Source: an optimization exercise on an open RTL-to-GDS flow (aim: small area, a short achievable clock period and few clock cycles per item). Production flows keep margins and buffers that such runs may drop. No functional check of the RTL was part of any run shown here.

### flow/flow/run.sh
#!/bin/bash
# Standard ORFS layout (the standard.sh), with a larger setup-slack
# target for timing repair and buf_2 cells as the port buffers.
set -euo pipefail
export SETUP_SLACK_MARGIN=6.6
export BUFFER_PORTS_ARGS="-buffer_cell sky130_fd_sc_hd__buf_2"
bash standard.sh > standard.log 2>&1
### flow/design.v
module tone_divisor_search (
    input  wire        clk,
    input  wire        rst,       
    input  wire        start,
    input  wire [31:0] hz,        
    output wire        ready,
    output reg         done,
    output wire [7:0]  div,       
    output wire [15:0] cmp,       
    output wire [33:0] err        
);
    localparam [25:0] N = 26'd42000000;
    localparam [1:0] P_DIV = 2'd0, P_RND = 2'd1, P_NEG = 2'd2, P_SHF = 2'd3;
    reg        busy;
    reg        uq;        
    reg        cq;        
    reg        tq;        
    reg        nq;        
    reg [1:0]  ph;
    reg        bigq;      
    reg [4:0]  cnt;       
    reg        nb;        
    reg [31:0] hzr;
    reg [26:0] R;         
    reg [15:0] X;         
    reg [1:0]  K;         
    assign ready = ~busy;
    assign div   = {K == 2'd3, 1'b0, K == 2'd2, 1'b0, K == 2'd1, 1'b0, K == 2'd0, 1'b0};
    assign cmp   = X;
    assign err   = {hzr[31:25], R[26:1], 1'b0};
    wire acc = start & ~busy;
    wire t10 = |hz[31:10];
    wire t12 = |hz[31:12];
    wire t13 = |hz[31:13];
    wire t14 = |hz[31:14];
    wire t15 = |hz[31:15];
    wire t18 = |hz[31:18];
    wire s8  = t18;
    wire s11 = t15 & ~t18;
    wire s12 = (t14 & ~t15) | (t13 & ~t14 & hz[12]);
    wire s13 = t13 & ~t14 & ~hz[12];
    wire s14 = t12 & ~t13;
    wire s16 = t10 & ~t12;
    wire s22 = ~t10;
    wire [26:0] r_in = ({27{s8}}  & (N >> 8))  | ({27{s11}} & (N >> 11)) |
                       ({27{s12}} & (N >> 12)) | ({27{s13}} & (N >> 13)) |
                       ({27{s14}} & (N >> 14)) | ({27{s16}} & (N >> 16)) |
                       ({27{s22}} & (N >> 22));
    wire [4:0]  c_in = ({5{s8}}  & 5'd7)  | ({5{s11}} & 5'd10) | ({5{s12}} & 5'd11) |
                       ({5{s13}} & 5'd12) | ({5{s14}} & 5'd13) | ({5{s16}} & 5'd15) |
                       ({5{s22}} & 5'd21);    
    wire        n_in = |({s8, s11, s12, s13, s14, s16, s22} &
                         {N[7], N[10], N[11], N[12], N[13], N[15], N[21]});
    wire ge641 = (hzr >= 32'd641);
    wire ge161 = (hzr >= 32'd161);
    wire ge41  = (hzr >= 32'd41);
    wire [1:0] k   = {~ge161, (~ge641 & ge161) | ~ge41};
    wire       lo25 = (hzr[31:25] == 7'd0);
    wire        tiny   = (hzr[31:4] == 28'd0) && (hzr[3:0] <= 4'd10);
    wire [3:0]  t_hi   = 4'd10 - hzr[3:0];
    wire [9:0]  t_lo   = 10'd890 + {6'd0, hzr[3:0]};
    wire [26:0] r_tiny = {t_hi, 6'd0, t_lo, 7'd0};
    wire        dv    = busy & (ph == P_DIV);
    wire        rn    = busy & (ph == P_RND);
    wire        ng    = busy & (ph == P_NEG);
    wire        sh    = busy & (ph == P_SHF);
    wire        x0    = (X == 16'd0);
    wire [25:0] A     = uq ? {1'b0, R[24:0]} : {R[24:0], nb};
    wire [24:0] S;
    wire        c25;
    wire [24:0] nhz   = ~hzr[24:0];
    wire [24:0] ad_p = A[24:0] ^ nhz;
    wire [24:0] ad_g = A[24:0] & nhz;
    wire ad_G0 = ad_g[0] | (ad_p[0] & cq);
    wire ad_G1 = ad_g[2] | (ad_p[2] & ad_g[1]);
    wire ad_P1 = ad_p[2] & ad_p[1];
    wire ad_G2 = ad_g[4] | (ad_p[4] & ad_g[3]);
    wire ad_P2 = ad_p[4] & ad_p[3];
    wire ad_G3 = ad_g[6] | (ad_p[6] & ad_g[5]);
    wire ad_P3 = ad_p[6] & ad_p[5];
    wire ad_G4 = ad_g[8] | (ad_p[8] & ad_g[7]);
    wire ad_P4 = ad_p[8] & ad_p[7];
    wire ad_G5 = ad_g[10] | (ad_p[10] & ad_g[9]);
    wire ad_P5 = ad_p[10] & ad_p[9];
    wire ad_G6 = ad_g[12] | (ad_p[12] & ad_g[11]);
    wire ad_P6 = ad_p[12] & ad_p[11];
    wire ad_G7 = ad_g[14] | (ad_p[14] & ad_g[13]);
    wire ad_P7 = ad_p[14] & ad_p[13];
    wire ad_G8 = ad_g[16] | (ad_p[16] & ad_g[15]);
    wire ad_P8 = ad_p[16] & ad_p[15];
    wire ad_G9 = ad_g[18] | (ad_p[18] & ad_g[17]);
    wire ad_P9 = ad_p[18] & ad_p[17];
    wire ad_G10 = ad_g[20] | (ad_p[20] & ad_g[19]);
    wire ad_P10 = ad_p[20] & ad_p[19];
    wire ad_G11 = ad_g[22] | (ad_p[22] & ad_g[21]);
    wire ad_P11 = ad_p[22] & ad_p[21];
    wire ad_G12 = ad_g[24] | (ad_p[24] & ad_g[23]);
    wire ad_P12 = ad_p[24] & ad_p[23];
    wire ad_G13 = ad_g[1] | (ad_p[1] & ad_G0);
    wire ad_G14 = ad_G1 | (ad_P1 & ad_G0);
    wire ad_G15 = ad_g[5] | (ad_p[5] & ad_G2);
    wire ad_P15 = ad_p[5] & ad_P2;
    wire ad_G16 = ad_G3 | (ad_P3 & ad_G2);
    wire ad_P16 = ad_P3 & ad_P2;
    wire ad_G17 = ad_g[9] | (ad_p[9] & ad_G4);
    wire ad_P17 = ad_p[9] & ad_P4;
    wire ad_G18 = ad_G5 | (ad_P5 & ad_G4);
    wire ad_P18 = ad_P5 & ad_P4;
    wire ad_G19 = ad_g[13] | (ad_p[13] & ad_G6);
    wire ad_P19 = ad_p[13] & ad_P6;
    wire ad_G20 = ad_G7 | (ad_P7 & ad_G6);
    wire ad_P20 = ad_P7 & ad_P6;
    wire ad_G21 = ad_g[17] | (ad_p[17] & ad_G8);
    wire ad_P21 = ad_p[17] & ad_P8;
    wire ad_G22 = ad_G9 | (ad_P9 & ad_G8);
    wire ad_P22 = ad_P9 & ad_P8;
    wire ad_G23 = ad_g[21] | (ad_p[21] & ad_G10);
    wire ad_P23 = ad_p[21] & ad_P10;
    wire ad_G24 = ad_G11 | (ad_P11 & ad_G10);
    wire ad_P24 = ad_P11 & ad_P10;
    wire ad_G25 = ad_g[3] | (ad_p[3] & ad_G14);
    wire ad_G26 = ad_G2 | (ad_P2 & ad_G14);
    wire ad_G27 = ad_G15 | (ad_P15 & ad_G14);
    wire ad_G28 = ad_G16 | (ad_P16 & ad_G14);
    wire ad_G29 = ad_g[11] | (ad_p[11] & ad_G18);
    wire ad_P29 = ad_p[11] & ad_P18;
    wire ad_G30 = ad_G6 | (ad_P6 & ad_G18);
    wire ad_P30 = ad_P6 & ad_P18;
    wire ad_G31 = ad_G19 | (ad_P19 & ad_G18);
    wire ad_P31 = ad_P19 & ad_P18;
    wire ad_G32 = ad_G20 | (ad_P20 & ad_G18);
    wire ad_P32 = ad_P20 & ad_P18;
    wire ad_G33 = ad_g[19] | (ad_p[19] & ad_G22);
    wire ad_P33 = ad_p[19] & ad_P22;
    wire ad_G34 = ad_G10 | (ad_P10 & ad_G22);
    wire ad_P34 = ad_P10 & ad_P22;
    wire ad_G35 = ad_G23 | (ad_P23 & ad_G22);
    wire ad_P35 = ad_P23 & ad_P22;
    wire ad_G36 = ad_G24 | (ad_P24 & ad_G22);
    wire ad_P36 = ad_P24 & ad_P22;
    wire ad_G37 = ad_g[7] | (ad_p[7] & ad_G28);
    wire ad_G38 = ad_G4 | (ad_P4 & ad_G28);
    wire ad_G39 = ad_G17 | (ad_P17 & ad_G28);
    wire ad_G40 = ad_G18 | (ad_P18 & ad_G28);
    wire ad_G41 = ad_G29 | (ad_P29 & ad_G28);
    wire ad_G42 = ad_G30 | (ad_P30 & ad_G28);
    wire ad_G43 = ad_G31 | (ad_P31 & ad_G28);
    wire ad_G44 = ad_G32 | (ad_P32 & ad_G28);
    wire ad_G45 = ad_g[23] | (ad_p[23] & ad_G36);
    wire ad_P45 = ad_p[23] & ad_P36;
    wire ad_G46 = ad_G12 | (ad_P12 & ad_G36);
    wire ad_P46 = ad_P12 & ad_P36;
    wire ad_G47 = ad_g[15] | (ad_p[15] & ad_G44);
    wire ad_G48 = ad_G8 | (ad_P8 & ad_G44);
    wire ad_G49 = ad_G21 | (ad_P21 & ad_G44);
    wire ad_G50 = ad_G22 | (ad_P22 & ad_G44);
    wire ad_G51 = ad_G33 | (ad_P33 & ad_G44);
    wire ad_G52 = ad_G34 | (ad_P34 & ad_G44);
    wire ad_G53 = ad_G35 | (ad_P35 & ad_G44);
    wire ad_G54 = ad_G36 | (ad_P36 & ad_G44);
    wire ad_G55 = ad_G45 | (ad_P45 & ad_G44);
    wire ad_G56 = ad_G46 | (ad_P46 & ad_G44);
    assign S = ad_p ^ {ad_G55, ad_G54, ad_G53, ad_G52, ad_G51, ad_G50, ad_G49, ad_G48, ad_G47, ad_G44, ad_G43, ad_G42, ad_G41, ad_G40, ad_G39, ad_G38, ad_G37, ad_G28, ad_G27, ad_G26, ad_G25, ad_G14, ad_G13, ad_G0, cq};
    assign c25 = ad_G56;
    wire        cy    = (c25 | A[25]) & lo25 & ~tiny;   
    wire        take  = nq | (tq & cy);
    wire        tdv   = dv & tiny;
    wire [24:0] r_keep = tdv ? r_tiny[24:0] : A[24:0];
    wire [24:0] r_lo  = ({25{take}} & (S ^ {25{nq}})) | ({25{acc}} & r_in[24:0]) |
                        ({25{~take & ~acc}} & r_keep);
    wire [1:0]  r_hi  = (sh | (rn & ~cy)) ? R[25:24] :
                        tdv ? r_tiny[26:25] :
                        busy ? 2'd0 : acc ? r_in[26:25] : R[26:25];
    wire [15:0] x_inc = X + 16'd1;
    wire        x_up  = (rn & cy) | (ng & bigq);
    wire last = (cnt == {2'd0, k, 1'b0});
    wire k0   = (k == 2'd0);
    wire c1   = (cnt == 5'd1);
    function automatic [8:0] ctl(input c);
        reg       bs, fn, bn, dn, gn;
        reg [1:0] pn;
        begin
            bs = dv & c1 & x0 & ~c;                         
            pn = {busy & (ph[1] | ph[0] | bs),
                  busy & ((dv & last) | (rn & ~c) | ng | sh)};
            fn = tdv | (rn & ~c & k0) | (ng & k0 & ~bigq) | (sh & (cnt == 5'd0));
            bn = ~rst & (busy ? ~fn : acc);
            dn = ~rst & busy & fn;
            gn = busy & (bigq | bs);
            ctl = {bn, dn, gn, pn,
                   ~bn | (pn == P_NEG),                      
                   bn & ((pn == P_DIV) | ((pn == P_NEG) & ~gn)),    
                   bn & ((pn == P_DIV) | (pn == P_RND)),     
                   bn & (pn == P_NEG)};                      
        end
    endfunction
    wire [8:0] ctl0 = ctl(1'b0);
    wire [8:0] ctl1 = ctl(1'b1);
    wire [8:0] ctl_nx = cy ? ctl1 : ctl0;
    wire       busy_nx = ctl_nx[8];
    wire       bstop   = dv & c1 & x0 & ~cy;
    wire [1:0] ph_nx   = ctl_nx[5:4];
    always @(posedge clk) begin
        {busy, done, bigq, ph, uq, cq, tq, nq} <= ctl_nx;
    end
    always @(posedge clk) begin
        if (!busy) begin
            cnt  <= c_in;
            nb   <= n_in;
        end else begin
            if (dv)
                K <= k;
            nb <= dv & ~last & N[cnt - 5'd1];
            if (dv || sh)        
                cnt <= (cnt - 5'd1) | {4'd0, bstop};
        end
        R <= {r_hi, r_lo};
        if (acc)
            hzr <= hz;
        else if (ng && bigq && c25)      
            hzr[31:25] <= hzr[31:25] - 7'd1;
        if (acc)
            X <= 16'd0;
        else if (tdv)
            X <= 16'hFFFF;
        else if (dv)
            X <= {X[14:0], cy | (cnt == 5'd1 && x0)};
        else if (x_up)
            X <= x_inc;
    end
endmodule
### flow/config.mk
export PLATFORM = sky130hd
export DESIGN_NAME = tone_divisor_search
export DESIGN_NICKNAME = tone_divisor_search
export VERILOG_FILES = /design/flow/design.v
export SDC_FILE = /design/flow/constraint.sdc
export NUM_CORES = 4
export LEC_CHECK = 0
export CAP_MARGIN = 20
export CORE_MARGIN = 2
export CORE_UTILIZATION = 40
export CTS_BUF_LIST = sky130_fd_sc_hd__clkbuf_8
export PLACE_DENSITY = 0.6
export SLEW_MARGIN = 20
export TNS_END_PERCENT = 0
### flow/constraint.sdc
create_clock -name core_clock -period 10.0 [get_ports {clk}]
set_input_delay 2.0000 -clock core_clock [delete_from_list [all_inputs] [get_ports {clk}]]
set_output_delay 2.0000 -clock core_clock [all_outputs]
set_load 0.01 [all_outputs]
### flow/standard.sh
#!/bin/bash
# synth_recipe.tcl (not shown) runs the flow's synth.tcl, then flattens the netlist and writes it again
# the make line also repeats each setting of config.mk as NAME=value (left out here)
make -C /OpenROAD-flow-scripts/flow DESIGN_CONFIG=/design/flow/config.mk WORK_HOME=/design/flow/orfs CLKGATE_MAP_FILE= SYNTH_SCRIPT=/design/flow/synth_recipe.tcl "${@:-finish}"
==> results by group, run 1 <==
Status
  – Outcome: complete, no violations

Finish
  – Ant diodes: 0
  – Layout overhead on the synthesized area: 17.3%
  – Layout Nets: 914
  – Ratio of cells with drive above 1 in the final layout: 0.252
  – Fillers: 1619
  – Post-route design area: 7830 µm²
  – Area of the multi-input gates: 4220 µm²
  – FF/Latch Area: 2260 µm²

Route
  – Drt wl/cell: 18.8 µm
  – Final antenna-violating net count: 0
  – DRC violations left: 0
  – First drt pass iteration count: 5
  – Drt first-iter violations: 512
  – Vias per cell: 5.71
  – Total length of routed wires: 20.0 mm
  – Vias: just over 6000

Global routing
  – Antenna violations before repair: 0
  – Largest net degree at the start of global routing: 32
  – Remaining Overflow, GRT: 0
  – Number of global-route vias before repair: 5556
  – First-pass GRT wire length: 30.0 mm
  – Total track usage: 0.217

Clock network
  – H-tree levels: 3
  – CTS tree: yes
  – Clock tree root buffer cell: clkbuf_8
  – CTS Buf Count: 9
  – Clock Tree Buf Depth: 2
  – # hold bufs at CTS: 0
  – CTS clock-pin slew for the worst setup and hold paths: around 0.1 ns
  – CTS Sinks: 92
  – Clock latency on the worst-skew pair: 0.40 ns

Yosys
  – Synth Warn #: 1
  – Mapped Cells: between 700 and 800
  – Main synth FF type: dfxtp_1
  – Ys async rst share: 0
  – Synth Cell Area: 6680 µm²
  – Yosys cell types: 76
  – Yosys reg bits: 92
  – Register area share after synthesis: 0.337
  – Post-synth EDFFs: 41
  – Mean area per synthesized cell: 8.64 µm²

Placement
  – Gpl congestion: ~0.85
  – DP Wirelength: 14.0 mm
  – Area post-placement: around 7000 µm²
  – PortBufs: 89

Min path
  – Hold Crit Class: flop to flop
  – Hold path depth: 2

STA
  – Skew final: 0.0142 ns
  – Slew HR: 0.481
  – Hold Vio Cnt, Final: 0
  – Fin crit period: around 3.4 ns
  – Final setup fails: 0
  – Unrepaired setup endpoints after global routing: true
  – Worst-margin pin slew: roughly 0.78 ns
  – Setup TNS: 0 ns
  – Crit share post-route: 0.341
  – Max Fclk: 293 MHz
  – Final Max Slew Viols: 0

Setup path
  – Required @ worst endpoint: slightly above 10 ns
  – Depth of the most critical reg-to-reg path: 13
  – Worst-path maximum fanout: 7
  – Critical path class: flop to flop
  – Critical path capture point type: flop
  – Critical path startpoint category: flop
  – Crit path arrival time: 3.70 ns

Die
  – Die Span Y: 133 µm
  – Ports: 95
  – Die area: roughly 18000 µm²
  – Row count: 47
  – Initial Util: 0.406
  – Die X: 133 µm
  – Core Footprint: roughly 16000 µm²

Job
  – Max_cap viols: 0
[per-stage QoR]
step	util	hold slack [ns]	std cells	worst slack, ns
6_report	0.476	0.538	1060	6.59
3_5_place_dp	0.428	0.515	1023	5.61
3_3_place_gp	0.428	0.491	1023	5.73
2_1_floorplan	-	0.461	777	6.54
5_1_grt	0.476	0.582	1060	6.51
4_1_cts	0.452	0.533	1051	6.48
[sequential cells by signal (all words and copies together) (netlist names)]
signal,flops
cnt,5
bigq,1
ph,2
cq,1
busy,1
hzr,32
K,2
X,16
R,27
nb,1
tq,1
nq,1
uq,1
done,1
[final cells by class]
| cell class | instances | area share |
|---|---|---|
| Clock buffer | 10 | 0.0176 |
| Clock inverter | 6 | 0.00431 |
| Inverter | 57 | 0.0286 |
| Multi-Input combinational cell | 562 | 0.539 |
| Sequential cell | 92 | 0.288 |
| Tap cell | 220 | 0.0351 |
| Timing Repair Buffer | 112 | 0.0869 |
| Timing Repair inverter | 1 | 0.000639 |
[per-layer routing]
metal | vias to the layer above | GRT usage | share of wire
met3 | 28 | 0.0407 | 0.053
li1 | 2927 | - | -
met1 | 2899 | 0.287 | 0.45
met4 | 0 | 0.0668 | 0.021
met5 | - | 0 | 0
met2 | 197 | 0.361 | 0.47
[cells in the mapped netlist (19+ instances only)]
master     n  area (µm²)
edfxtp_1  41        1230
buf_4     39         293
dfxtp_1   51        1020
ha_1      39         488
nand2_1   65         244
clkbuf_1  21        78.8
a21oi_1   57         285
mux2_2    22         248
nand3_1   20         100
nor3_1    19        95.1
inv_1     56         210
o21ai_0   33         165
nor2_1    60         225
[cells by family after synthesis]
family | share of synthesized area
XOR/XNOR | 0.0302
buffers and inverters | 0.0925
other | 0.000561
flip-flops | 0.337
multiplexers | 0.0506
adder cells (fa/ha/maj) | 0.0880
AO/OA/AOI/OAI | 0.225
AND/OR/NAND/NOR | 0.176
[cells in the final DEF (no fill, tap or decap), types with 14 or more instances in the layout]
master	synthesis	routed
buf_2	4	90
inv_1	56	56
nor3_1	19	17
nor4_1	16	14
buf_4	39	15
nand3_1	20	20
o21ai_0	33	32
nand2_1	65	63
a21oi_1	57	55
nor2_1	60	58
edfxtp_1	41	41
dfxtp_1	51	49
ha_1	39	26
[critical path: stages (launching register included)]
cell and delay, ns:
dfxtp_4 0.42, clkbuf_16 0.18, mux2_4 0.33, ha_4 0.30, and4_4 0.24, o2111ai_2 0.15
a211oi_2 0.28, o2111ai_2 0.21, a2111oi_4 0.34, buf_6 0.20, buf_6 0.14, a211o_4 0.17
o22ai_1 0.10, a211o_1 0.25
[worst paths after layout]
kind / from / endpoint / slack (ns)
max: uq / R[13] / 6.59
max reg2reg: uq / R[13] / 6.59
min reg2reg: bigq / bigq / 0.54
min: bigq / bigq / 0.54
[what timing repair did]
item	CTS	global route
gates cloned	1	4
pin swaps	5	9
buffers inserted	11	5
setup endpoints to repair	65	75
gates resized for setup	23	58
==> run 2: changes to the inputs <==
--- a/flow/design.v
+++ b/flow/design.v
@@ -37,6 +37,6 @@
     wire t18 = |hz[31:18];
     wire s8  = t18;
-    wire s11 = t15 & ~t18;
-    wire s12 = (t14 & ~t15) | (t13 & ~t14 & hz[12]);
+    wire s11 = (t15 & ~t18) | (t14 & ~t15 & hz[13]);
+    wire s12 = (t14 & ~t15 & ~hz[13]) | (t13 & ~t14 & hz[12]);
     wire s13 = t13 & ~t14 & ~hz[12];
     wire s14 = t12 & ~t13;
==> run 2 against run 1 <==
  * Die area is 3.9% higher
  * Core utilization is 2.5 points lower
  * Area after synthesis is 4.0% higher
  * Maximum frequency is 2.9% lower
  * Worst hold slack worse by 0.0021 ns
  * Synthesized cell count is 4.3% higher
  * Critical endpoint is now R[12]
  * Critical path depth is 5 lower
==> results by group, run 2 <==
Status
  – Outcome: complete, no violations

Global routing
  – Largest net degree at the start of global routing: 56
  – Antenna violations before repair: 2
  – First-pass GRT wire length: 31.0 mm
  – Remaining Overflow, GRT: 0
  – Number of global-route vias before repair: 5724
  – Total track usage: 0.217

STA
  – Worst-margin pin slew: 1.06 ns
  – Max Fclk: ~290 MHz
  – Final Max Slew Viols: 0
  – Slew HR: 0.291
  – Setup TNS: 0 ns
  – Worst setup margin: about 6.5 ns
  – Crit share post-route: 0.351
  – Fin crit period: between 3 and 4 ns
  – Hold Vio Cnt, Final: 0
  – Final setup fails: 0
  – Skew final: 0.0160 ns
  – Min Hold Slack: 0.535 ns
  – Unrepaired setup endpoints after global routing: true

Setup path
  – Critical path capture point type: flop
  – Crit path max-delay cell type: and4bb_1
  – Worst-path maximum fanout: 10
  – Largest stage delay, worst path: 0.63 ns
  – R2R setup slack: 6.49 ns
  – Depth of the most critical reg-to-reg path: 8
  – Critical path startpoint category: flop
  – Required @ worst endpoint: 10.33 ns
  – Launch point of the worst reg-to-reg path: hzr[29]
  – Worst Setup SP: hzr[29]
  – Cell family with most CP delay: simple AND/OR/NAND/NOR gates
  – Buf+Inv Stages, Crit Path: 0
  – Critical path class: flop to flop
  – Cell Chain, Critical Path: or4_4, nor4_4, and4bb_1, and2_1, nand2_1, a21boi_0, nand3b_1, nand4_1
  – Reg2reg end: R[12]
  – Crit path arrival time: between 3 and 4 ns

Clock network
  – CTS Sinks: 92
  – Clock latency on the worst-skew pair: 0.40 ns
  – Clock tree root buffer cell: clkbuf_8
  – CTS tree: yes
  – CTS clock-pin slew for the worst setup and hold paths: around 0.1 ns
  – Clock Tree Buf Depth: 2
  – CTS Buf Count: 9
  – # hold bufs at CTS: 0
  – H-tree levels: 3

Route
  – Final antenna-violating net count: 0
  – Total length of routed wires: 20.0 mm
  – First drt pass iteration count: 5
  – DRC violations left: 0
  – Drt first-iter violations: 439
  – Drt wl/cell: 18.4 µm
  – Vias: between 6000 and 7000
  – Vias per cell: 5.65

Min path
  – Hold path depth: 2
  – Hold EP: bigq
  – Min-delay src: bigq
  – Hold Crit Class: flop to flop

Placement
  – DP Wirelength: 14.7 mm
  – Area post-placement: 7300 µm²
  – Cells after DPL: 1060
  – DP Worst Slack: about 6.1 ns
  – PortBufs: between 80 and 90
  – Gpl congestion: roughly 0.87

Die
  – Core Footprint: roughly 17000 µm²
  – Die Span Y: 136 µm
  – Row count: 48
  – Ports: 95
  – Die area: 18400 µm²
  – Initial Util: 0.406
  – Die X: 136 µm

Yosys
  – Synth Cell Area: 6950 µm²
  – Most frequent cell after synthesis: inv_1
  – Most instantiated cells after synthesis: inv_1, nor2_1, a21oi_1
  – Ys async rst share: 0
  – Mean area per synthesized cell: 8.62 µm²
  – Post-synth top area share: 0.177
  – Largest area contributor in the netlist: edfxtp_1
  – Yosys cell types: 83
  – Main synth FF type: dfxtp_1
  – Yosys reg bits: 92
  – Synth Warn #: 1
  – Top cells by area, synth: edfxtp_1, dfxtp_1, ha_1
  – Register area share after synthesis: 0.324
  – Post-synth EDFFs: between 40 and 50
  – Mapped Cells: slightly above 800

Finish
  – Commonest non-fill, non-tap cell in the layout: buf_2
  – Layout Nets: 935
  – Commonest cells after routing, fill and taps aside: buf_2, inv_1, nor2_1
  – Max reg flops: 32
  – Most flops, register: hzr
  – Layout overhead on the synthesized area: 11.2%
  – Non-Filler Instances: 1087
  – FF/Latch Area: 2260 µm²
  – Post-route design area: 7720 µm²
  – Ratio of cells with drive above 1 in the final layout: 0.210
  – Area of the multi-input gates: 4140 µm²
  – Final core occ: 0.451
  – Fillers: roughly 1700
  – Biggest regs: hzr: 32 flops, R: 27 flops, X: 16 flops

Job
  – Max_cap viols: 0
run 2: cell types whose count changed after synthesis, sizes merged, moves of 7 or more:
cell and change:
inv +14, o21ai +11, a31oi +7, mux2 -7, o21a -8, nand2 -13, mux2i +13
run 2: worst register-to-register path, delay by kind of cell (launching register included):
kind / cells / cell delay [ns]
flip-flops: 1 / 0.45
AO/OA/AOI/OAI: 1 / 0.16
AND/OR/NAND/NOR: 7 / 2.83
run 2: logic make-up (layout without fill, tap and decap cells):
family                   Yosys count  in the layout  synth area share
AND/OR/NAND/NOR                  246            246             0.185
adder cells (fa/ha/maj)           44             44            0.0847
AO/OA/AOI/OAI                    222            223             0.217
buffers and inverters            139            189            0.0991
other                              1              6          0.000540
multiplexers                      38             38            0.0593
XOR/XNOR                          24             24            0.0303
flip-flops                        92             92             0.324
run 2: worst max path at each step:
| stage | endpoint | depth (start not counted) | slack (ns) |
|---|---|---|---|
| after floorplan | X[7] | 15 | 6.60 |
| after global placement | R[7] | 8 | 6.11 |
| after detailed placement | R[12] | 7 | 6.06 |
| after CTS | ready | 2 | 6.41 |
| after global routing | R[7] | 6 | 6.38 |
| final | R[12] | 8 | 6.49 |
run 2: final cells by class:
cell class,count,share of cell area
Multi-Input combinational cell,580,0.535
Sequential cell,92,0.293
Timing Repair Buffer,100,0.0727
Tap cell,225,0.0365
Inverter,72,0.0360
Clock buffer,9,0.0160
Clock inverter,7,0.00972
Timing Repair inverter,1,0.000648
Antenna cell,1,0.000324
run 2: timing repair:
item                       CTS  global route
gates resized for setup     12            19
setup endpoints to repair   62            64
buffers inserted             1             6
cloned                       2             1
pin swaps                    2            10
run 2: layer usage:
layer	up-vias	part of all wire	GRT usage
met1	2900	0.46	0.304
li1	3020	-	-
met4	2	0.021	0.0694
met5	-	0.00065	0
met3	24	0.051	0.0333
met2	199	0.46	0.342
==> run 3: changes to the inputs <==
--- a/flow/design.v
+++ b/flow/design.v
@@ -37,7 +37,7 @@
     wire t18 = |hz[31:18];
     wire s8  = t18;
-    wire s11 = (t15 & ~t18) | (t14 & ~t15 & hz[13]);
-    wire s12 = (t14 & ~t15 & ~hz[13]) | (t13 & ~t14 & hz[12]);
-    wire s13 = t13 & ~t14 & ~hz[12];
+    wire s11 = t15 & ~t18;
+    wire s12 = t14 & ~t15;
+    wire s13 = t13 & ~t14;
     wire s14 = t12 & ~t13;
     wire s16 = t10 & ~t12;
@@ -173,8 +173,11 @@
                         busy ? 2'd0 : acc ? r_in[26:25] : R[26:25];
     wire [15:0] x_inc = X + 16'd1;
-    wire        x_up  = (rn & cy) | (ng & bigq);
     wire last = (cnt == {2'd0, k, 1'b0});
     wire k0   = (k == 2'd0);
     wire c1   = (cnt == 5'd1);
+    wire        xdv    = dv & ~tiny;
+    wire [15:0] x_base = acc ? 16'd0 : tdv ? 16'hFFFF : (ng & bigq) ? x_inc : X;
+    wire [15:0] x_c0   = xdv ? {X[14:0], c1 & x0} : x_base;
+    wire [15:0] x_c1   = xdv ? {X[14:0], 1'b1} : rn ? x_inc : x_base;
     function automatic [8:0] ctl(input c);
         reg       bs, fn, bn, dn, gn;
@@ -220,12 +223,5 @@
         else if (ng && bigq && c25)      
             hzr[31:25] <= hzr[31:25] - 7'd1;
-        if (acc)
-            X <= 16'd0;
-        else if (tdv)
-            X <= 16'hFFFF;
-        else if (dv)
-            X <= {X[14:0], cy | (cnt == 5'd1 && x0)};
-        else if (x_up)
-            X <= x_inc;
+        X <= cy ? x_c1 : x_c0;
     end
 endmodule
==> run 3 against run 2 <==
  * Core utilization up 0.64 points
  * Sequential share of layout area down 0.61 points
  * Via count up 1.6%
  * Final area up 2.1%
  * Cell count up 0.74%
  * Clock skew up 0.0018 ns
  * Synthesized cell count up 2.0%
  * Still clean
  * First-iteration DRC count up 20%
  * Non-clock buffer count up 7
  * Largest cell class unchanged
==> results by group, run 3 <==
Status
  – Outcome: complete, no violations

Global routing
  – Total track usage: 0.216
  – Largest net degree at the start of global routing: 51
  – First-pass GRT wire length: 31.0 mm
  – Number of global-route vias before repair: between 5000 and 6000
  – Antenna violations before repair: 0
  – Remaining Overflow, GRT: 0

Setup path
  – Depth of the most critical reg-to-reg path: 9
  – Worst-path maximum fanout: 7
  – Critical path class: input pin to flop
  – Critical path capture point type: flop
  – R2R setup slack: between 6 and 7 ns
  – Critical path startpoint category: input pin
  – Reg2reg end: R[12]
  – Launch point of the worst reg-to-reg path: hzr[27]
  – Crit path arrival time: 3.49 ns
  – Required @ worst endpoint: 10.15 ns

Min path
  – Hold path depth: 2
  – Hold Crit Class: flop to flop
  – Hold EP: bigq
  – Min-delay src: bigq

STA
  – Max Fclk: 299 MHz
  – Unrepaired setup endpoints after global routing: true
  – Fin crit period: 3.35 ns
  – Setup TNS: 0 ns
  – Worst setup margin: 6.65 ns
  – Worst-margin pin slew: 0.898 ns
  – Final setup fails: 0
  – Skew final: 0.0178 ns
  – Crit share post-route: 0.335
  – Final Max Slew Viols: 0
  – Slew HR: 0.402
  – Hold Vio Cnt, Final: 0

Placement
  – Cells after DPL: between 1000 and 1500
  – DP Worst Slack: 5.49 ns
  – DP Wirelength: 14.5 mm
  – PortBufs: 89
  – Gpl congestion: 0.879

Yosys
  – Most frequent cell after synthesis: nand2_1
  – Post-synth EDFFs: 41
  – Mean area per synthesized cell: approximately 8.6 µm²
  – Most instantiated cells after synthesis: nand2_1, nor2_1, inv_1
  – Main synth FF type: dfxtp_1
  – Top cells by area, synth: edfxtp_1, dfxtp_1, ha_1
  – Synth Cell Area: 7050 µm²
  – Ys async rst share: 0
  – Yosys cell types: 86
  – Largest area contributor in the netlist: edfxtp_1
  – Synth Warn #: 1
  – Yosys reg bits: 92
  – Mapped Cells: 822
  – Register area share after synthesis: 0.319
  – Post-synth top area share: 0.175

Route
  – Final antenna-violating net count: 0
  – Vias per cell: 5.70
  – Vias: 6244
  – Drt first-iter violations: 525
  – Drt wl/cell: ~19 µm
  – Total length of routed wires: around 20 mm
  – DRC violations left: 0
  – First drt pass iteration count: 5

Die
  – Core Footprint: between 15000 and 20000 µm²
  – Row count: 48
  – Initial Util: 0.409
  – Ports: 95
  – Die X: 137 µm
  – Die Span Y: 137 µm
  – Die area: 18700 µm²

Clock network
  – # hold bufs at CTS: 0
  – CTS Buf Count: 9
  – Clock tree root buffer cell: clkbuf_8
  – Clock latency on the worst-skew pair: around 0.41 ns
  – H-tree levels: 3
  – CTS tree: yes
  – Clock Tree Buf Depth: 2
  – CTS Sinks: 92
  – CTS clock-pin slew for the worst setup and hold paths: 0.10 ns

Finish
  – Fillers: about 1700
  – Layout Nets: 945
  – Ant diodes: 0
  – Layout overhead on the synthesized area: 11.9%
  – Non-Filler Instances: 1095
  – Commonest cells after routing, fill and taps aside: buf_2, nand2_1, nor2_1
  – Max reg flops: 32
  – Commonest non-fill, non-tap cell in the layout: buf_2
  – Ratio of cells with drive above 1 in the final layout: 0.226
  – Biggest regs: hzr: 32 flops, R: 27 flops, X: 16 flops
  – Most flops, register: hzr

Job
  – Max_cap viols: 0
## run 3: cell types whose count changed after synthesis, moves of 7 or more
cell	before	now
xnor2_1	13	25
nand2_1	49	79
mux2i_1	22	8
nand3_1	21	31
inv_1	70	52
nor2_1	61	73
o21a_1	3	10
mux2_2	15	26
o211ai_1	17	25
a21oi_1	59	27
o21ai_0	46	34
o21ai_1	9	0
## run 3: worst max path at each step
stage / from / end / slack, ns / depth (start not counted)
after floorplan: uq / hzr[25] / 6.46 / 11
after global placement: hz[25] / cnt[0] / 5.56 / 8
after detailed placement: uq / R[9] / 5.49 / 12
after CTS: uq / uq / 6.38 / 12
after global routing: uq / X[3] / 6.53 / 11
final: hz[25] / cnt[0] / 6.65 / 8
## run 3: layout make-up
cell class	count	area [µm²]	share of cell area
clock inverters	7	51.3	0.00650
inverters	54	203	0.0257
well taps	225	282	0.0357
clock buffers	9	124	0.0157
multi-input cells	601	4340	0.550
repair buffers	107	627	0.0795
flip-flops and latches	92	2260	0.287
## run 3: routing by layer
metal	wire (µm)	vias to the layer above	share of wire	GRT usage
met1	9260	2950	0.45	0.305
met3	1330	42	0.065	0.0356
met4	450	0	0.022	0.0810
met2	9380	212	0.46	0.330
met5	0	-	0	0
li1	-	3040	-	-
## run 3: cells by family (layout without fill, tap and decap cells)
| family | after synthesis | count (layout) | share of synthesized area |
|---|---|---|---|
| and+or+nand+nor | 295 | 295 | 0.210 |
| AOI/OAI and AO/OA | 181 | 182 | 0.186 |
| xor gates and xnor gates | 40 | 40 | 0.0497 |
| DFF | 92 | 92 | 0.319 |
| buffers and inverters | 134 | 177 | 0.0969 |
| adders and majority gates | 45 | 45 | 0.0852 |
| other | 1 | 5 | 0.000532 |
| muxes | 34 | 34 | 0.0529 |
## run 3: per-stage QoR
step                      cell area [µm²]  hold WS [ns]   util
after floorplan                      7070         0.467      -
after global placement               7350         0.488  0.426
after detailed placement             7350         0.486  0.426
after CTS                            7630         0.502  0.443
after global routing                 7890         0.529  0.458
final                                7890         0.502  0.458
## run 3: worst max-delay path: stages
cell and delay [ns]:
buf_2 0.11, nor4_2 0.31, nand4_1 0.21, nand2b_2 0.34, nor2_4 0.25, a21oi_1 0.12
nor2_1 0.10, a31oi_1 0.04
## run 3: what timing repair did
action                     in CTS  in global routing
pin swaps                       3                  5
setup buffers                   4                  8
gates cloned                    0                  2
setup endpoints to repair      65                 64
gates resized for setup        18                 34
==> run 4: changes to the inputs <==
==> flow/design.v (replaced) <==
module tone_divisor_search (
    input  wire        clk,
    input  wire        rst,       
    input  wire        start,
    input  wire [31:0] hz,        
    output wire        ready,
    output reg         done,
    output reg  [7:0]  div,       
    output reg  [15:0] cmp,       
    output reg  [33:0] err        
);
    localparam [26:0] TONE_CLK = 27'd84000000;
    localparam [15:0] CMP_MIN  = 16'd2;
    localparam [15:0] CMP_MAX  = 16'd65535;
    localparam [2:0] S_IDLE = 3'd0,
                     S_DIV  = 3'd1,
                     S_MUL  = 3'd2,
                     S_CMP  = 3'd3,
                     S_FIN  = 3'd4;
    reg [2:0]  state;
    reg [31:0] hz_r;
    reg [1:0]  di;           
    reg [4:0]  bitcnt;       
    reg [27:0] rem;          
    reg [26:0] quo;          
    reg        cand;         
    reg [15:0] c_r;          
    reg [47:0] prod;         
    reg        have_best;
    reg [55:0] best_err;
    reg [1:0]  best_di;
    reg [15:0] best_c;
    assign ready = (state == S_IDLE);
    wire [2:0]  sh      = {di, 1'b1};
    wire [39:0] dvsr    = {8'd0, hz_r} << sh;
    wire [27:0] rem_sh  = {rem[26:0], TONE_CLK[bitcnt]};
    wire        q_bit   = ({12'd0, rem_sh} >= dvsr);
    wire [27:0] rem_nx  = q_bit ? (rem_sh - dvsr[27:0]) : rem_sh;
    wire [26:0] c0      = quo + {26'd0, cand};
    wire [15:0] c_clamp = (c0 < {11'd0, CMP_MIN}) ? CMP_MIN :
                          (c0 > {11'd0, CMP_MAX}) ? CMP_MAX : c0[15:0];
    wire [55:0] full    = {8'd0, prod} << sh;
    wire [55:0] clk56   = {29'd0, TONE_CLK};
    wire [55:0] cur_err = (full > clk56) ? (full - clk56) : (clk56 - full);
    wire        better  = !have_best || (cur_err < best_err);
    always @(posedge clk) begin
        if (rst) begin
            state     <= S_IDLE;
            done      <= 1'b0;
            have_best <= 1'b0;
        end else begin
            done <= 1'b0;
            case (state)
                S_IDLE: begin
                    if (start) begin
                        hz_r      <= hz;
                        di        <= 2'd0;
                        rem       <= 28'd0;
                        quo       <= 27'd0;
                        bitcnt    <= 5'd26;
                        have_best <= 1'b0;
                        state     <= S_DIV;
                    end
                end
                S_DIV: begin
                    rem    <= rem_nx;
                    quo    <= {quo[25:0], q_bit};
                    bitcnt <= bitcnt - 5'd1;
                    if (bitcnt == 5'd0) begin
                        cand  <= 1'b0;
                        state <= S_MUL;
                    end
                end
                S_MUL: begin
                    c_r   <= c_clamp;
                    prod  <= hz_r * c_clamp;
                    state <= S_CMP;
                end
                S_CMP: begin
                    if (better) begin
                        have_best <= 1'b1;
                        best_err  <= cur_err;
                        best_di   <= di;
                        best_c    <= c_r;
                    end
                    if (!cand) begin
                        cand  <= 1'b1;
                        state <= S_MUL;
                    end else if (di == 2'd3) begin
                        state <= S_FIN;
                    end else begin
                        di     <= di + 2'd1;
                        rem    <= 28'd0;
                        quo    <= 27'd0;
                        bitcnt <= 5'd26;
                        state  <= S_DIV;
                    end
                end
                S_FIN: begin
                    div   <= 8'd1 << {best_di, 1'b1};
                    cmp   <= best_c;
                    err   <= best_err[33:0];
                    done  <= 1'b1;
                    state <= S_IDLE;
                end
                default: state <= S_IDLE;
            endcase
        end
    end
endmodule
==> flow/run.sh (new file) <==
#!/bin/bash
# synth_recipe.tcl (not shown) runs the flow's synth.tcl, then flattens the netlist and writes it again
# the make line also repeats each setting of config.mk as NAME=value (left out here)
make -C /OpenROAD-flow-scripts/flow DESIGN_CONFIG=/design/flow/config.mk WORK_HOME=/design/flow/orfs CLKGATE_MAP_FILE= SYNTH_SCRIPT=/design/flow/synth_recipe.tcl finish
--- a/flow/config.mk
+++ b/flow/config.mk
@@ -9,6 +9,4 @@
 export CORE_MARGIN = 2
 export CORE_UTILIZATION = 40
-export CTS_BUF_LIST = sky130_fd_sc_hd__clkbuf_8
 export PLACE_DENSITY = 0.6
 export SLEW_MARGIN = 20
-export TNS_END_PERCENT = 0
removed: flow/flow/run.sh
removed: flow/standard.sh
==> run 4 against run 3 <==
  * Die area grew to 4.5 times the previous value
  * First-iteration DRC count rose to 2.9 times the previous value
  * Area after synthesis rose to 4.6 times the previous value
  * Register-to-register slack got worse by 6.1 ns
  * Still clean on timing, DRC and antenna
  * Wire length grew to 4.1 times the previous value
  * Core utilization decreased by 1.1 points
  * Sequential share of layout area fell by 4.7 points
  * Cell count increased to 4.0 times the previous value
  * Via count rose to 3.7 times the previous value
  * Setup slack worse by 6.1 ns
  * Count of clock-buffer cells in the layout is 38 higher
==> results by group, run 4 <==
Yosys
  – Post-synth EDFFs: ~280
  – Synth Area in Compound Gates: 0.0776
  – Largest family of logic cells by synthesized area: adder cells
  – Register area share after synthesis: 0.264
  – Main synth FF type: edfxtp_1
  – Synth Warn #: 1
  – Yosys reg bits: 289
  – Largest area contributor in the netlist: edfxtp_1
  – Ys async rst share: 0
  – Post-synthesis adder-cell area fraction: 0.337
  – Post-synth top area share: 0.261
  – Simple-gate portion of the synthesized area: 0.153
  – Multiplexer share of the synthesized area: 0.0483
  – Yosys cell types: 84
  – Most instantiated cells after synthesis: inv_1, fa_1, nand2_1
  – Mean area per synthesized cell: 9.99 µm²
  – Mapped Cells: 3269
  – Top cells by area, synth: edfxtp_1, fa_1, ha_1
  – Most frequent cell after synthesis: inv_1
  – Synth Cell Area: 32700 µm²
  – Xor/xnor share of the synthesized area: 0.0354

Route
  – Drt wl/cell: 19.2 µm
  – DRC violations left: 0
  – First drt pass iteration count: 5
  – Final antenna-violating net count: 0
  – Drt first-iter violations: 1511
  – Vias per cell: 5.27
  – Total length of routed wires: 84.3 mm
  – Vias: 23128

STA
  – Worst-margin pin slew: 1.10 ns
  – Slew HR: 0.266
  – Unrepaired setup endpoints after global routing: false
  – Hold Vio Cnt, Final: 0
  – Fin crit period: 9.43 ns
  – Final Max Slew Viols: 0
  – Setup TNS: 0 ns
  – Min Hold Slack: 0.417 ns
  – Final setup fails: 0
  – Worst setup margin: 0.568 ns
  – Skew final: ~0.030 ns
  – Max Fclk: 106 MHz
  – Crit share post-route: 0.943

Clock network
  – CTS clock-pin slew for the worst setup and hold paths: 0.06 ns
  – Clock tree root buffer cell: clkbuf_16
  – CTS tree: yes
  – Setup bufs post-CTS: 0
  – H-tree levels: 2
  – Clock Tree Buf Depth: 3
  – CTS Sinks: 289
  – Clock latency on the worst-skew pair: 0.57 ns
  – CTS Buf Count: 37

Setup path
  – Depth of the most critical reg-to-reg path: 33
  – Reg2reg end: prod[47]
  – Required @ worst endpoint: between 10 and 15 ns
  – R2R setup slack: 0.57 ns
  – Worst-path maximum fanout: 16
  – Crit path arrival time: 9.73 ns
  – Buf+Inv Stages, Crit Path: 7
  – Most frequent CP cell: fa_1
  – Critical path class: flop to flop
  – Launch point of the worst reg-to-reg path: cand
  – Cell family with most CP delay: adder cells
  – Largest stage delay, worst path: 0.60 ns
  – Critical path startpoint category: flop
  – Critical path capture point type: flop
  – Crit path max-delay cell type: fa_1

Global routing
  – Largest net degree at the start of global routing: 66
  – GR Util met2: 0.348
  – Number of global-route vias before repair: roughly 24000
  – Grt met3 use: 0.0286
  – Gr busiest metal: met2
  – M1 GR Usage: 0.288
  – Remaining Overflow, GRT: 0
  – Antenna violations before repair: 3
  – Total track usage: 0.208
  – First-pass GRT wire length: 136 mm

Finish
  – Layout overhead on the synthesized area: 10.4%
  – Most flops, register: best_err
  – Layout Nets: approximately 4000
  – Max reg flops: 55
  – Ant diodes: 0
  – Commonest cells after routing, fill and taps aside: inv_1, nand2_1, fa_1
  – Fillers: 7668
  – Biggest regs: best_err: 55 flops, prod: 48 flops, err: 33 flops
  – Commonest non-fill, non-tap cell in the layout: inv_1
  – Post-route design area: 36000 µm²
  – Ratio of cells with drive above 1 in the final layout: 0.0628

Die
  – Initial Util: 0.405
  – Die area: 83900 µm²
  – Row count: 104
  – Core Footprint: 80700 µm²
  – Die X: 290 µm
  – Die Span Y: around 290 µm
  – Ports: 95

Placement
  – Gpl congestion: 0.891
  – PortBufs: 89
  – DP Wirelength: 63.5 mm
  – DP Worst Slack: 0.455 ns
  – Area post-placement: ~35000 µm²

Status
  – Outcome: complete, no violations

Min path
  – Hold path depth: 0
  – Hold EP: best_c[2]
  – Hold Crit Class: flop to flop
  – Min-delay src: c_r[2]

Job
  – Max_cap viols: 0
-- run 4: cells by family after synthesis --
family,after synthesis
other,1
adder cells (fa/ha/maj),630
multiplexers,107
XOR/XNOR,132
flip-flops,289
AO/OA/AOI/OAI,395
AND/OR/NAND/NOR,1014
buffers and inverters,701
-- run 4: layout make-up --
cell class	instances	area, µm²	area share
clock buffers	47	1010	0.0282
clock inverters	18	170	0.00472
inverters	546	2050	0.0569
multi-input cells	2283	21400	0.593
flip-flops and latches	289	8630	0.239
well taps	1060	1330	0.0368
repair buffers	147	1480	0.0410
-- run 4: how the worst max path moves through the flow --
stage / depth (start not counted) / endpoint / startpoint / slack (ns)
after floorplan: 2 / c_r[0] / rst / 0.54
after global placement: 32 / prod[47] / cand / 0.51
after detailed placement: 34 / prod[47] / cand / 0.45
after CTS: 34 / prod[47] / cand / 0.41
after global routing: 33 / prod[47] / cand / 0.07
final: 33 / prod[47] / cand / 0.57
-- run 4: routing by layer --
layer  up-vias  share of wire
met2       636           0.47
met5         -              0
met4         0          0.022
met3       113          0.055
li1      10711              -
met1     11668           0.45
-- run 4: through the flow --
stage                     instances  utilization
after CTS                      4390        0.447
after global placement         4325        0.432
after global routing           4390        0.447
final                          4390        0.447
after detailed placement       4325        0.432
after floorplan                3273            -
-- run 4: repair_timing --
item / in CTS / in global routing
hold buffers: 0 / 0
resized for setup: 0 / 6
setup endpoints to repair: 0 / 9

re-timing with driven ports:
In the flow no input, the clock included, has a driving cell. The finished layouts below were timed again as built, in two steps. Step 1 (the two cells are an assumption about what drives the block):
set clk [get_ports {clk}]
set_driving_cell -lib_cell sky130_fd_sc_hd__clkbuf_16 $clk
set_driving_cell -lib_cell sky130_fd_sc_hd__buf_2 [delete_from_list [all_inputs] $clk]
Step 2, shift: input delay + t, output delay - t, t = (earliest + latest rising clock arrival at the registers) / 2. This alone moves slack from input paths to output paths. a / b / c = ideal / step 1 / step 2; a / b = the first two.
| run | shift t [ns] | setup slack, ns | worst hold slack (ns) | pins driven straight from the clock port |
|---|---|---|---|---|
| run 1 | 0.430 | 6.592 / 6.592 / 6.328 | 0.538 / 0.538 / 0.538 | 1 |
| run 2 | 0.424 | 6.492 / 6.492 / 6.088 | 0.535 / 0.535 / 0.535 | 1 |
| run 3 | 0.439 | 6.653 / 6.673 / 6.237 | 0.502 / 0.502 / 0.502 | 1 |
| run 4 | 0.616 | 0.568 / 0.568 / 0.568 | 0.417 / 0.417 / 0.417 | 1 |
After both steps setup and hold are still met in every run listed. The setup slack of run 3, which loses most, moves by +0.020 ns with the drivers and by -0.416 ns with both steps.
